This is an optimization exercise on Yosys and OpenROAD, whose aim is small area, a short achievable clock period and few clock cycles per item, not a production implementation. In this exercise RTL edits were held to simulation tests only and were not proved equivalent to the original. Power and IR drop assume default switching activity.

$ cat design.v
module lfcore_div (
    input  wire        first,
    input  wire [5:0]  diff,
    input  wire        tgt,
    input  wire [15:0] d,
    input  wire [15:0] r,
    input  wire [5:0]  c,
    output wire [15:0] r_n,
    output wire [5:0]  c_n,
    output wire        more
);
    wire [5:0]  add = first ? diff : 6'd0;
    wire [16:0] a   = {1'b0, r} + {11'd0, add};
    wire [17:0] x   = {2'd0, r};
    wire [17:0] y   = {12'd0, add};
    wire [17:0] z   = {2'b11, ~d};
    wire [17:0] s   = x ^ y ^ z;
    wire [17:0] m   = (x & y) | (x & z) | (y & z);
    wire [17:0] b   = s + {m[16:0], 1'b1};
    assign more = !b[17];
    assign r_n  = more ? b[15:0] : a[15:0];
    assign c_n  = more ? (tgt ? c + 6'd1 : c - 6'd1) : c;
endmodule
module lfcore (
    input  wire         clk,
    input  wire         rst,
    input  wire         cmd_valid,
    input  wire [31:0]  cmd,
    output wire         cmd_ready,
    output reg          rsp_valid,
    output wire [31:0]  result,
    output reg          cmd_err,
    output wire [127:0] frame_out,
    output reg          frame_valid,
    output wire [127:0] dc_out,
    output reg          dc_write,
    output wire         sleep_req,
    output wire [31:0]  now_ms
);
    localparam K_TICK = 0, K_REFRESH = 1, K_MEDGE = 2, K_BEDGE = 3, K_POLL = 4,
               K_RESET = 5, K_STATUS = 6, K_GSTART = 7, K_GSTOP = 8,
               K_GISRUN = 9, K_GSTEP = 10, K_ZON = 11, K_ZOFF = 12,
               K_ZRUN = 13, K_MTICK = 14, K_BCONS = 15, K_SCHED = 16;
    localparam [1:0] M_STOPPED  = 2'd0;
    localparam [1:0] M_RUNNING  = 2'd1;
    localparam [1:0] M_STOPPING = 2'd2;
    localparam [1:0] S_IDLE    = 2'd0;
    localparam [1:0] S_FADEIN  = 2'd1;
    localparam [1:0] S_STEADY  = 2'd2;
    localparam [1:0] S_FADEOUT = 2'd3;
    reg [31:0] now;
    reg        inMotion;
    reg [13:0] mt;             
    reg        lastLevel;
    reg        depressed;
    reg [9:0]  lt;             
    reg [1:0]  pc;             
    reg        half;           
    reg        lockout;
    reg [1:0]  sched;
    reg [8:0]  ft;             
    reg        asleep;
    reg [23:0] zc;
    reg [3:0]  zt;
    reg [23:0] zf;
    reg [63:0] zd;
    reg [63:0] zq;
    reg [1:0]  g0m;
    reg        g0dn;
    reg [5:0]  pq;
    reg [8:0]  pr;
    reg        g1r, g2r;
    reg [9:0]  ga1, ga2;
    reg [5:0]  fz, fg0;
    reg        fg1, fg2;
    assign sleep_req = asleep;
    assign now_ms    = now;
    wire [15:0] fz16  = {10'd0, fz};
    wire [15:0] fg016 = {10'd0, fg0};
    wire [15:0] fg116 = {10'd0, {6{fg1}}};
    wire [15:0] fg216 = {10'd0, {6{fg2}}};
    assign frame_out = {fg216, fg216, fg116, fg016, fz16, fz16, fz16, fz16};
    wire [15:0] dc16 = {10'd0, ~half, 5'b11111};
    assign dc_out = {8{dc16}};
    reg [9:0]  res_lo;
    reg        res16;
    assign result = {15'd0, res16, 6'd0, res_lo};
    reg        rdy;
    reg        s_v;
    reg        s_wait;
    reg [16:0] s_oh;
    reg [4:0]  s_fl;
    reg [1:0]  s_idx;
    reg [15:0] s_imm;
    assign cmd_ready = rdy;
    wire [7:0] c_op  = cmd[31:24];
    wire [7:0] c_idx = cmd[23:16];
    wire       c_z24 = (cmd[23:0] == 24'd0);
    wire       c_z23 = (cmd[23:1] == 23'd0);
    wire       c_imm0 = (cmd[15:0] == 16'd0);
    wire       c_gi  = (c_idx[7:2] == 6'd0) && (c_idx[1:0] != 2'd3);
    wire       c_zi  = (c_idx[7:2] == 6'd0);
    reg [16:0] c_oh;
    always @(*) begin
        c_oh = 17'd0;
        c_oh[K_TICK]    = (c_op == 8'h01);
        c_oh[K_REFRESH] = (c_op == 8'h02);
        c_oh[K_MEDGE]   = (c_op == 8'h03);
        c_oh[K_BEDGE]   = (c_op == 8'h04);
        c_oh[K_POLL]    = (c_op == 8'h05);
        c_oh[K_RESET]   = (c_op == 8'h06);
        c_oh[K_STATUS]  = (c_op == 8'h07);
        c_oh[K_GSTART]  = (c_op == 8'h10);
        c_oh[K_GSTOP]   = (c_op == 8'h11);
        c_oh[K_GISRUN]  = (c_op == 8'h12);
        c_oh[K_GSTEP]   = (c_op == 8'h13);
        c_oh[K_ZON]     = (c_op == 8'h20);
        c_oh[K_ZOFF]    = (c_op == 8'h21);
        c_oh[K_ZRUN]    = (c_op == 8'h22);
        c_oh[K_MTICK]   = (c_op == 8'h30);
        c_oh[K_BCONS]   = (c_op == 8'h40);
        c_oh[K_SCHED]   = (c_op == 8'h50);
    end
    wire [4:0] c_fl = {c_z24, c_z23, c_imm0 && c_gi, c_zi, c_imm0 && c_zi};
    wire [15:0] zd0 = zd[15:0];
    wire [3:0]  zact;
    genvar gz;
    generate for (gz = 0; gz < 4; gz = gz + 1) begin : g_act
        assign zact[gz] = (zc[6*gz +: 6] != {6{zt[gz]}});
    end endgenerate
    wire z0slow = (zd0[15:6] == 10'd0);
    wire [3:0] zser = {zact[3:1], zact[0] & z0slow};
    wire c_slow = ((c_op == 8'h01) &&
                   ((zser != 4'd0) || (s_oh[K_ZON] | s_oh[K_ZOFF]))) ||
                  (c_op == 8'h06);
    wire       go = s_v && !s_wait;
    reg [3:0]  zoh;            
    reg        zfirst;         
    reg        zrot;           
    wire [15:0] e_rn;
    wire [5:0]  e_cn;
    wire        e_more;
    lfcore_div u_step (
        .first(zfirst | ~s_wait), .diff(zf[5:0]), .tgt(zt[0]), .d(zd0),
        .r(zq[15:0]), .c(zc[5:0]), .r_n(e_rn), .c_n(e_cn), .more(e_more)
    );
    wire s_hold = s_v && s_wait;
    wire w_on   = s_hold && s_oh[K_TICK];
    wire w_need = zact[0] && (!zoh[0] || z0slow);
    wire w_step = w_on && !zrot && s_fl[4] && (!zfirst || w_need);
    wire w_rot  = zrot;
    wire [5:0] lvl0 = zc[5:0];
    reg  [5:0] lvlz;
    always @(*) begin
        case (s_idx)
            2'd0: lvlz = zc[5:0];
            2'd1: lvlz = zc[11:6];
            2'd2: lvlz = zc[17:12];
            default: lvlz = zc[23:18];
        endcase
    end
    wire       zs_t = zt[s_idx];
    wire v_tick    = s_oh[K_TICK]    & s_fl[4] & ~s_wait;
    wire v_refresh = s_oh[K_REFRESH] & s_fl[4];
    wire v_medge   = s_oh[K_MEDGE]   & s_fl[4];
    wire v_bedge   = s_oh[K_BEDGE]   & s_fl[3];
    wire v_poll    = s_oh[K_POLL]    & s_fl[4];
    wire v_reset   = s_oh[K_RESET]   & s_fl[4] & ~s_wait;
    wire v_status  = s_oh[K_STATUS]  & s_fl[4];
    wire v_gstart  = s_oh[K_GSTART]  & s_fl[2];
    wire v_gstop   = s_oh[K_GSTOP]   & s_fl[2];
    wire v_gisrun  = s_oh[K_GISRUN]  & s_fl[2];
    wire v_gstep   = s_oh[K_GSTEP]   & s_fl[2];
    wire v_zon     = s_oh[K_ZON]     & s_fl[1];
    wire v_zoff    = s_oh[K_ZOFF]    & s_fl[1];
    wire v_zrun    = s_oh[K_ZRUN]    & s_fl[0];
    wire v_mtick   = s_oh[K_MTICK]   & s_fl[4];
    wire v_bcons   = s_oh[K_BCONS]   & s_fl[4];
    wire v_sched   = s_oh[K_SCHED]   & s_fl[4];
    wire s_ok = v_tick | v_refresh | v_medge | v_bedge | v_poll | v_reset |
                v_status | v_gstart | v_gstop | v_gisrun | v_gstep | v_zon |
                v_zoff | v_zrun | v_mtick | v_bcons | v_sched;
    wire poll_aw  = v_poll & ~asleep;
    wire do_btn   = poll_aw | v_bcons;
    wire do_mtick = poll_aw | v_mtick;
    wire do_sched = poll_aw | v_sched;
    wire do_run   = poll_aw;
    wire btn_short = do_btn && (pc == 2'd1);
    wire btn_long  = do_btn && (pc == 2'd2);
    wire im2 = inMotion && !btn_long && !(do_mtick && (mt == 14'd0));
    wire idle_or_fo = (sched == S_IDLE) || (sched == S_FADEOUT);
    wire ft0      = (ft == 9'd0);
    wire a_on     = do_sched &&  idle_or_fo && im2;
    wire a_idle   = do_sched && (sched == S_FADEOUT) && !im2 && ft0;
    wire a_off    = do_sched && !idle_or_fo && !im2;
    wire a_steady = do_sched && (sched == S_FADEIN) && im2 && ft0;
    wire [1:0] sched_n = a_on ? S_FADEIN : a_off ? S_FADEOUT :
                         a_idle ? S_IDLE : a_steady ? S_STEADY : sched;
    wire g0sel = (s_idx == 2'd0), g1sel = (s_idx == 2'd1), g2sel = (s_idx == 2'd2);
    wire start0 = a_steady || (v_gstart && g0sel);
    wire start1 = a_steady || (v_gstart && g1sel);
    wire start2 = a_steady || (v_gstart && g2sel);
    wire stop0  = a_off || (v_gstop && g0sel);
    wire stop1  = a_off || (v_gstop && g1sel);
    wire stop2  = a_off || (v_gstop && g2sel);
    wire step0  = do_run || (v_gstep && g0sel);
    wire step1  = do_run || (v_gstep && g1sel);
    wire step2  = do_run || (v_gstep && g2sel);
    wire g0run  = (g0m == M_RUNNING);
    wire g0stp  = (g0m == M_STOPPING);
    wire pq0    = (pq == 6'd0);
    wire [5:0] g0_b   = pq;
    wire       g0_end = g0stp && pq0;
    wire       g0_stopr = stop0 && g0run;              
    wire       g0_clr   = start0 || g0_stopr || (step0 && g0_end);
    wire [1:0] g0m_a    = start0 ? M_RUNNING :
                          g0_stopr ? (pq0 ? M_STOPPED : M_STOPPING) : g0m;
    wire [1:0] g0m_n    = (step0 && g0_end && !start0) ? M_STOPPED : g0m_a;
    wire       g1r_a  = start1 || (!stop1 && g1r);
    wire       g2r_a  = start2 || (!stop2 && g2r);
    wire [9:0] ga1_a  = (start1 || stop1) ? 10'd0 : ga1;
    wire [9:0] ga2_a  = (start2 || stop2) ? 10'd0 : ga2;
    wire       g1_on  = g1r_a && (ga1_a < 10'd500);
    wire       g2_on  = g2r_a && (((ga2_a >= 10'd600) && (ga2_a < 10'd700)) || (ga2_a >= 10'd900));
    wire sleep_ok = (sched_n == S_IDLE) && !im2 && !depressed &&
                    (do_btn || (pc == 2'd0)) && (g0m_a != M_STOPPING);
    wire zs_T    = a_on;                  
    wire z0set_s = (a_on || a_off) && !((lvl0 == {6{zs_T}}) && (zt[0] == zs_T));
    wire zop_T    = s_oh[K_ZON];
    wire zop_do   = (v_zon | v_zoff) && !((lvlz == {6{zop_T}}) && (zs_t == zop_T));
    wire        up_c    = (pr >= 9'd437);            
    wire [8:0]  pr_up   = up_c ? pr - 9'd437 : pr + 9'd63;
    wire        dn_c    = (pr < 9'd63);              
    wire [8:0]  pr_dn   = dn_c ? pr + 9'd437 : pr - 9'd63;
    wire [5:0]  pq_inc  = pq + 6'd1;
    wire [5:0]  pq_dec  = pq - 6'd1;
    always @(posedge clk) begin
        if (rst) begin
            rdy         <= 1'b1;
            s_v         <= 1'b0;
            rsp_valid   <= 1'b0;
            frame_valid <= 1'b0;
            dc_write    <= 1'b0;
        end else begin
            rdy <= rdy ? !(cmd_valid && c_slow) : go;
            if (rdy)
                s_v <= cmd_valid;
            else if (go)
                s_v <= 1'b0;
            rsp_valid   <= go;
            frame_valid <= v_refresh;
            dc_write    <= v_reset || btn_short;
        end
    end
    always @(posedge clk) begin
        if (rst) begin
            s_oh   <= 17'd0;
        end else if (!s_hold) begin
            s_oh   <= (rdy && cmd_valid) ? c_oh : 17'd0;
        end
        if (!s_hold) begin
            s_wait <= c_slow;
            s_fl   <= c_fl;
            s_idx  <= c_idx[1:0];
            s_imm  <= cmd[15:0];
            zoh    <= 4'b0001;
            zfirst <= 1'b1;
            zrot   <= 1'b0;
        end else if (!s_oh[K_TICK]) begin
            s_wait <= 1'b0;
        end else if (zrot) begin
            zrot   <= 1'b0;
            zfirst <= 1'b1;
            zoh    <= {zoh[2:0], zoh[3]};
            if (zoh[3])
                s_wait <= 1'b0;
        end else begin
            zfirst <= 1'b0;
            if (!w_step || !e_more)
                zrot <= 1'b1;
        end
        if (go) begin
            cmd_err <= !s_ok;
            res16   <= v_gstep && (g0sel ? (g0run && !pq0) : g1sel ? g1_on : g2_on);
            res_lo  <= ({10{v_status}} &
                        {lastLevel, pc, sched, asleep, lockout, half, depressed, inMotion}) |
                       ({10{v_gisrun}} & {9'd0, g0sel ? g0run : g1sel ? g1r : g2r}) |
                       ({10{v_gstep & g0sel}} & {4'd0, g0_b}) |
                       ({10{v_gstep & g1sel & g1_on}} & 10'd63) |
                       ({10{v_gstep & g2sel & g2_on}} & 10'd100) |
                       ({10{v_zrun}} & {4'd0, lvlz});
        end
    end
    reg rst_q, rstop_q;
    always @(posedge clk) begin
        rst_q   <= rst;
        rstop_q <= !rst && s_hold && s_oh[K_RESET] && s_fl[4];
    end
    wire rs  = rst_q || rstop_q;
    always @(posedge clk) begin
        if (rs) begin
            now       <= 32'd0;
            inMotion  <= 1'b0;
            mt        <= 14'd0;
            lastLevel <= 1'b1;
            depressed <= 1'b0;
            lt        <= 10'd0;
            pc        <= 2'd0;
            half      <= 1'b0;
            lockout   <= 1'b0;
            sched     <= S_IDLE;
            ft        <= 9'd0;
            asleep    <= 1'b0;
        end else begin
            if (v_tick)
                now <= now + 32'd1;
            if (v_tick | v_refresh | v_medge | v_bedge)
                asleep <= 1'b0;
            else if (do_sched && sleep_ok)
                asleep <= 1'b1;
            if (v_medge) begin
                if (!lockout) begin
                    mt       <= 14'd10000;
                    inMotion <= 1'b1;
                end
            end else if (v_tick) begin
                if (mt != 14'd0) mt <= mt - 14'd1;
            end else begin
                if (btn_long) mt <= 14'd0;
                if (do_btn || do_mtick) inMotion <= im2;
            end
            if (v_bedge) begin
                if (s_imm[0] != lastLevel) begin
                    lastLevel <= s_imm[0];
                    if (!s_imm[0]) begin
                        depressed <= 1'b1;
                        lt        <= 10'd1000;
                    end else if (depressed) begin
                        depressed <= 1'b0;
                        if (lt == 10'd0)        pc <= 2'd2;
                        else if (lt <= 10'd950) pc <= 2'd1;
                    end
                end
            end else if (v_tick) begin
                if (lt != 10'd0) lt <= lt - 10'd1;
            end else if (do_btn) begin
                pc <= 2'd0;
                if (btn_short) half <= ~half;
                if (btn_long)  lockout <= ~lockout;
            end
            if (v_tick) begin
                if (!ft0) ft <= ft - 9'd1;
            end else if (do_sched) begin
                sched <= sched_n;
                if (a_on || a_off) ft <= 9'd500;
            end
        end
    end
    wire z0_tick = v_tick && zact[0] && !z0slow;
    generate for (gz = 0; gz < 4; gz = gz + 1) begin : g_zone
        wire step = (gz == 0) && (w_step || z0_tick);
        localparam integer gn = (gz + 1) % 4;
        wire zop  = zop_do && (s_idx == gz);
        wire zsch = (gz == 0) && z0set_s;
        wire [5:0] lv = zc[6*gz +: 6];
        always @(posedge clk) begin
            if (rs) begin
                zc[6*gz +: 6]   <= 6'd0;
                zt[gz]          <= 1'b0;
                zf[6*gz +: 6]   <= 6'd0;
                zd[16*gz +: 16] <= 16'd0;
                zq[16*gz +: 16] <= 16'd0;
            end else if (w_rot) begin
                zc[6*gz +: 6]   <= zc[6*gn +: 6];
                zt[gz]          <= zt[gn];
                zf[6*gz +: 6]   <= zf[6*gn +: 6];
                zd[16*gz +: 16] <= zd[16*gn +: 16];
                zq[16*gz +: 16] <= zq[16*gn +: 16];
            end else if (zop) begin
                zt[gz]          <= zop_T;
                zf[6*gz +: 6]   <= zop_T ? ~lv : lv;
                zd[16*gz +: 16] <= s_imm;
                zq[16*gz +: 16] <= 16'd0;
                if (s_imm == 16'd0)
                    zc[6*gz +: 6] <= {6{zop_T}};
            end else if (zsch) begin
                zt[gz]          <= zs_T;
                zf[6*gz +: 6]   <= zs_T ? ~lv : lv;
                zd[16*gz +: 16] <= 16'd500;
                zq[16*gz +: 16] <= 16'd0;
            end else begin
                if (step) begin
                    zq[16*gz +: 16] <= e_rn;
                    zc[6*gz +: 6]   <= e_cn;
                end
            end
        end
    end endgenerate
    always @(posedge clk) begin
        if (rs)
            fz <= 6'd0;
        else if (do_run)
            fz <= lvl0;
        else if (v_zrun && (s_idx == 2'd0))
            fz <= lvlz;
    end
    always @(posedge clk) begin
        if (rs) begin
            g0m   <= M_STOPPED;
            g0dn  <= 1'b0;
            pq    <= 6'd0;
            pr    <= 9'd0;
            g1r   <= 1'b0;
            g2r   <= 1'b0;
            ga1   <= 10'd0;
            ga2   <= 10'd0;
            fg0   <= 6'd0;
            fg1   <= 1'b0;
            fg2   <= 1'b0;
        end else begin
            if (v_tick) begin
                if (g0stp) begin
                    pr <= pr_up;
                    if (up_c && !pq0) pq <= pq_dec;
                end else if (g0run) begin
                    if (!g0dn) begin
                        pr <= pr_up;
                        if (up_c) pq <= pq_inc;
                        if (pq == 6'd62 && pr == 9'd437) g0dn <= 1'b1;
                    end else begin
                        pr <= pr_dn;
                        if (dn_c) pq <= pq_dec;
                        if (pq == 6'd0 && pr == 9'd63) g0dn <= 1'b0;
                    end
                end
                if (g1r) ga1 <= (ga1 == 10'd999) ? 10'd0 : ga1 + 10'd1;
                if (g2r) ga2 <= (ga2 == 10'd999) ? 10'd0 : ga2 + 10'd1;
            end else begin
                g0m <= g0m_n;
                if (g0_clr) begin
                    g0dn <= 1'b0;
                    pr   <= 9'd0;
                end
                if (start0)
                    pq <= 6'd0;
                if (step0)
                    fg0 <= start0 ? 6'd0 : g0_b;
                g1r <= g1r_a;
                ga1 <= ga1_a;
                if (step1) fg1 <= g1_on;
                g2r <= g2r_a;
                ga2 <= ga2_a;
                if (step2) fg2 <= g2_on;
            end
        end
    end
endmodule
$ cat constraint.sdc
create_clock -name core_clock -period 12.0 [get_ports {clk}]
set_input_delay 2.4000 -clock core_clock [delete_from_list [all_inputs] [get_ports {clk}]]
set_output_delay 2.4000 -clock core_clock [all_outputs]
set_load 0.01 [all_outputs]
$ cat standard.sh
#!/bin/bash
# synth_recipe.tcl (not shown) runs the flow's synth.tcl, then flattens the netlist and writes it again
# the make line also repeats each setting of config.mk as NAME=value (left out here)
make -C /OpenROAD-flow-scripts/flow DESIGN_CONFIG=/design/flow/config.mk WORK_HOME=/design/flow/orfs CLKGATE_MAP_FILE= SYNTH_SCRIPT=/design/flow/synth_recipe.tcl "${@:-finish}"
$ cat flow/run.sh
#!/bin/bash
# The standard layout, with sky130_fd_sc_hd__buf_2 as the port buffer
# cell (every input and output port still gets its own buffer).
# The make output goes to standard.log in this folder.
export BUFFER_PORTS_ARGS="-buffer_cell sky130_fd_sc_hd__buf_2"
bash standard.sh > standard.log 2>&1
$ cat config.mk
export PLATFORM = sky130hd
export DESIGN_NAME = lfcore
export DESIGN_NICKNAME = lfcore
export VERILOG_FILES = /design/flow/design.v
export SDC_FILE = /design/flow/constraint.sdc
export NUM_CORES = 4
export LEC_CHECK = 0
export CAP_MARGIN = 20
export CORE_MARGIN = 2
export CORE_UTILIZATION = 40
export SLEW_MARGIN = 20
==> results_dict.tcl <==
set metrics [dict create \
    final_cell_mix "nor2_1 (388), a21oi_1 (351), dfxtp_1 (338)" \
    postCtsHoldBufs 0 \
    cts.reportedPaths.clkPinSlew_ps 60 \
    antenna_cells_inserted 0 \
    rows 85 \
    ys_seq_elements 375 \
    dp.cells 3409 \
    async_reset_ff_share_pct 0 \
    grt_max_degree 117 \
    first_iter_violations 1520 \
    synth_edf_count 36 \
    yosys_most_used_dff "dfxtp_1" \
    finalCriticalPeriod_ps 4430 \
    grt_overflow_total 0 \
    power_density_nw_per_um2 116 \
    leakage_nw 9.16 \
    portBuffers 139 \
    ir_drop_uv 101 \
    synth_area_per_cell_um2 7.81 \
    synthTopCellsByArea "dfxtp_1 (31%), buf_4 (9.3%), a21oi_1 (8.1%)" \
    wire_per_inst_um 16.3 \
    die_w_um 236 \
    hold_depth 2 \
    crit_type "flip-flop to flip-flop" \
    finalCritPeriodShare_pct 36.9 \
    clockRootBuffer "clkbuf_16" \
    arrival_ps 4830 \
    hold_ws_ps 450 \
    viasPerCell 5.32 \
    numCtsBuffers 41 \
    syn2layout_area_growth_pct 6.53 \
    antenna_found_initial 0 \
    vias 18600 \
    final_antenna_net_count 0 \
    cts_setup_buffers 0 \
    drt-pass1-iter-count 5 \
    setup_tns_ps 0 \
    fin_nets 2856 \
    finalSetupViolations 0 \
    finalWeightedCongestion 0.868 \
    worst_pin_slew_ps 1020 \
    clock_sinks 375 \
    instances_no_fill 3487 \
    drive_gt1_share_pct 9.57 \
    die-height_um 236 \
    status "no timing/DRC/antenna violations" \
    grtUsageTotal_pct 19.4 \
    yosysTopAreaCell "dfxtp_1" \
    netlist_area_um2 21600 \
    worst_r2r_path_depth 13 \
    yosys_warnings 1 \
    startpoint_type "flip-flop" \
    post-route-util_pct 42.8 \
    relSlewSlack_pct 31.2 \
    cts_tree "yes" \
    max_freq_mhz 226 \
    rsz0062_at_grt "no" \
    ios 361 \
    min_path_type "flip-flop to flip-flop" \
    start_util_pct 40.2 \
    crit_path_end_kind "flip-flop" \
    first_global_vias 16800 \
    drv_slew 0 \
    ys_types 78 \
    postRouteWirelength_um 56700 \
    clock_tree.buffer_depth 3 \
    clk_latency_ps 560 \
    ys_seq_area_share_pct 36.5 \
    hpwl_um 38300 \
    remaining_drc_errors 0 \
    syn_inst 2759 \
    grt_pass1_wl_um 89700 \
    yosysTopAreaCellShare_pct 31.5 \
    cts_max_level 2 \
    skew_ps 24.6 \
    cap_violations 0 \
    crit_required_ps 12400 \
    post_cts_resized 0 \
    layout_commonest_cell "nor2_1" \
    core_area_um2 53600 \
    die_area_um2 55800 \
    worst-path-max-fanout 10 \
    hold_violations 0 \
]
[cell usage after synthesis, types with 14 or more instances]
cell type / count
and2_1: 15
and3_1: 23
a211oi_1: 32
nor2b_1: 24
buf_4: 268
nand2_1: 267
or3_1: 14
nand2b_1: 17
inv_1: 77
nor3b_1: 21
a21oi_1: 351
nand3_1: 87
dfxtp_1: 339
buf_1: 17
xor2_1: 57
ha_1: 52
clkbuf_1: 123
mux2i_1: 36
nor3_1: 66
nand4_1: 23
xnor2_1: 54
edfxtp_1: 36
nor2_1: 389
a31oi_1: 25
nor4_1: 28
o21ai_0: 113
buf_2: 14
[cell families (layout without fill, tap and decap cells)]
logic type,after synthesis,after routing,synth area share [%]
XOR/XNOR,111,111,4.51
AND/OR/NAND/NOR,1009,1009,21.2
adder cells (fa/ha/maj),63,63,3.99
other,2,221,0.0348
multiplexers,46,46,2.56
AO/OA/AOI/OAI,652,652,17.7
flip-flops,375,375,36.5
buffers and inverters,501,314,13.5
[registers in the layout, indices dropped and copies added (netlist names), 6 cells and up]
signal	cells
zd	64
mt	14
pq	6
zq	64
lt	10
now	32
ga1	10
s_oh	17
zf	24
fz	6
zc	24
res_lo	10
ft	9
ga2	10
fg0	6
s_imm	16
pr	9
[power breakdown]
group          switching (mW)  total (mW)  internal [mW]
Combinational          0.0612      0.0719         0.0107
Sequential            0.00861        1.28           1.27
Clock                   0.535        1.32          0.790
Total                   0.605        2.67           2.07
[final timing paths]
path | end | slack [ps] | startpoint
worst max-delay path | zq[1] | 7570 | s_wait
worst min-delay path | fg0[2] | 450 | fg0[2]
worst max register to register | zq[1] | 7570 | s_wait
worst min register to register | fg0[2] | 450 | fg0[2]
[layout make-up]
cell class	count	area (µm²)
Fill cell	5404	30600
Tap cell	696	871
Clock inverter	13	195
Multi-Input combinational cell	2102	11600
Timing Repair Buffer	161	891
Clock buffer	62	1220
Inverter	78	293
Sequential cell	375	7870
[worst max-delay path, stage by stage, from the launching register on]
cell and delay [ps]:
edfxtp_1 470, nand2b_1 310, and2_1 250, fa_1 470, ha_1 310, a211oi_1 250, o21ai_0 230, o2111ai_1 270
a21oi_1 120, o31a_1 320, a21oi_2 680, mux2i_1 190, a221oi_1 310, a211oi_1 80
[metal layers]
layer / share of wire, % / vias to the layer above / GRT usage [%]
met4: 2.6 / 0 / 6.08
met5: 0 / - / 0
met1: 45 / 8845 / 26.2
met3: 5.6 / 111 / 2.53
li1: - / 9041 / -
met2: 47 / 553 / 32.2
[through the flow]
stage / total power, mW / setup slack [ps] / cell area (µm²)
6_report: 2.67 / 7570 / 23000
3_5_place_dp: 1.37 / 7630 / 21500
4_1_cts: 2.70 / 7610 / 22900
2_1_floorplan: 1.41 / 8230 / 22400
3_3_place_gp: 1.37 / 7740 / 21500
5_1_grt: 2.76 / 7290 / 23000
Testbench counts, summed over its fixed seeds: cycles 472,464, ops 472,456.

-- afterwards: timing with drivers on the ports --
The flow's constraints put no driver on any port. The routed layout listed below was extracted and timed again, unchanged, in two steps. Step 1 assumes that a clkbuf_16 drives the clock port and a buf_2 every other input. Step 2, shift: input delay + t, output delay - t, t = (earliest + latest rising clock arrival at the registers) / 2. This alone moves slack from input paths to output paths. Slacks: ideal / step 1 / step 2; pairs: ideal / step 1.
t, ns: 0.603
slack for setup (ns): 7.566 / 7.566 / 7.566
latest minus earliest clock arrival (ns): 0.024 / 0.024
worst data-port slew with drivers (ns): 0.05
After both steps this run still meets setup and hold. For this run, drivers alone change the setup slack by 0.000 ns; drivers and shift together by 0.000 ns.
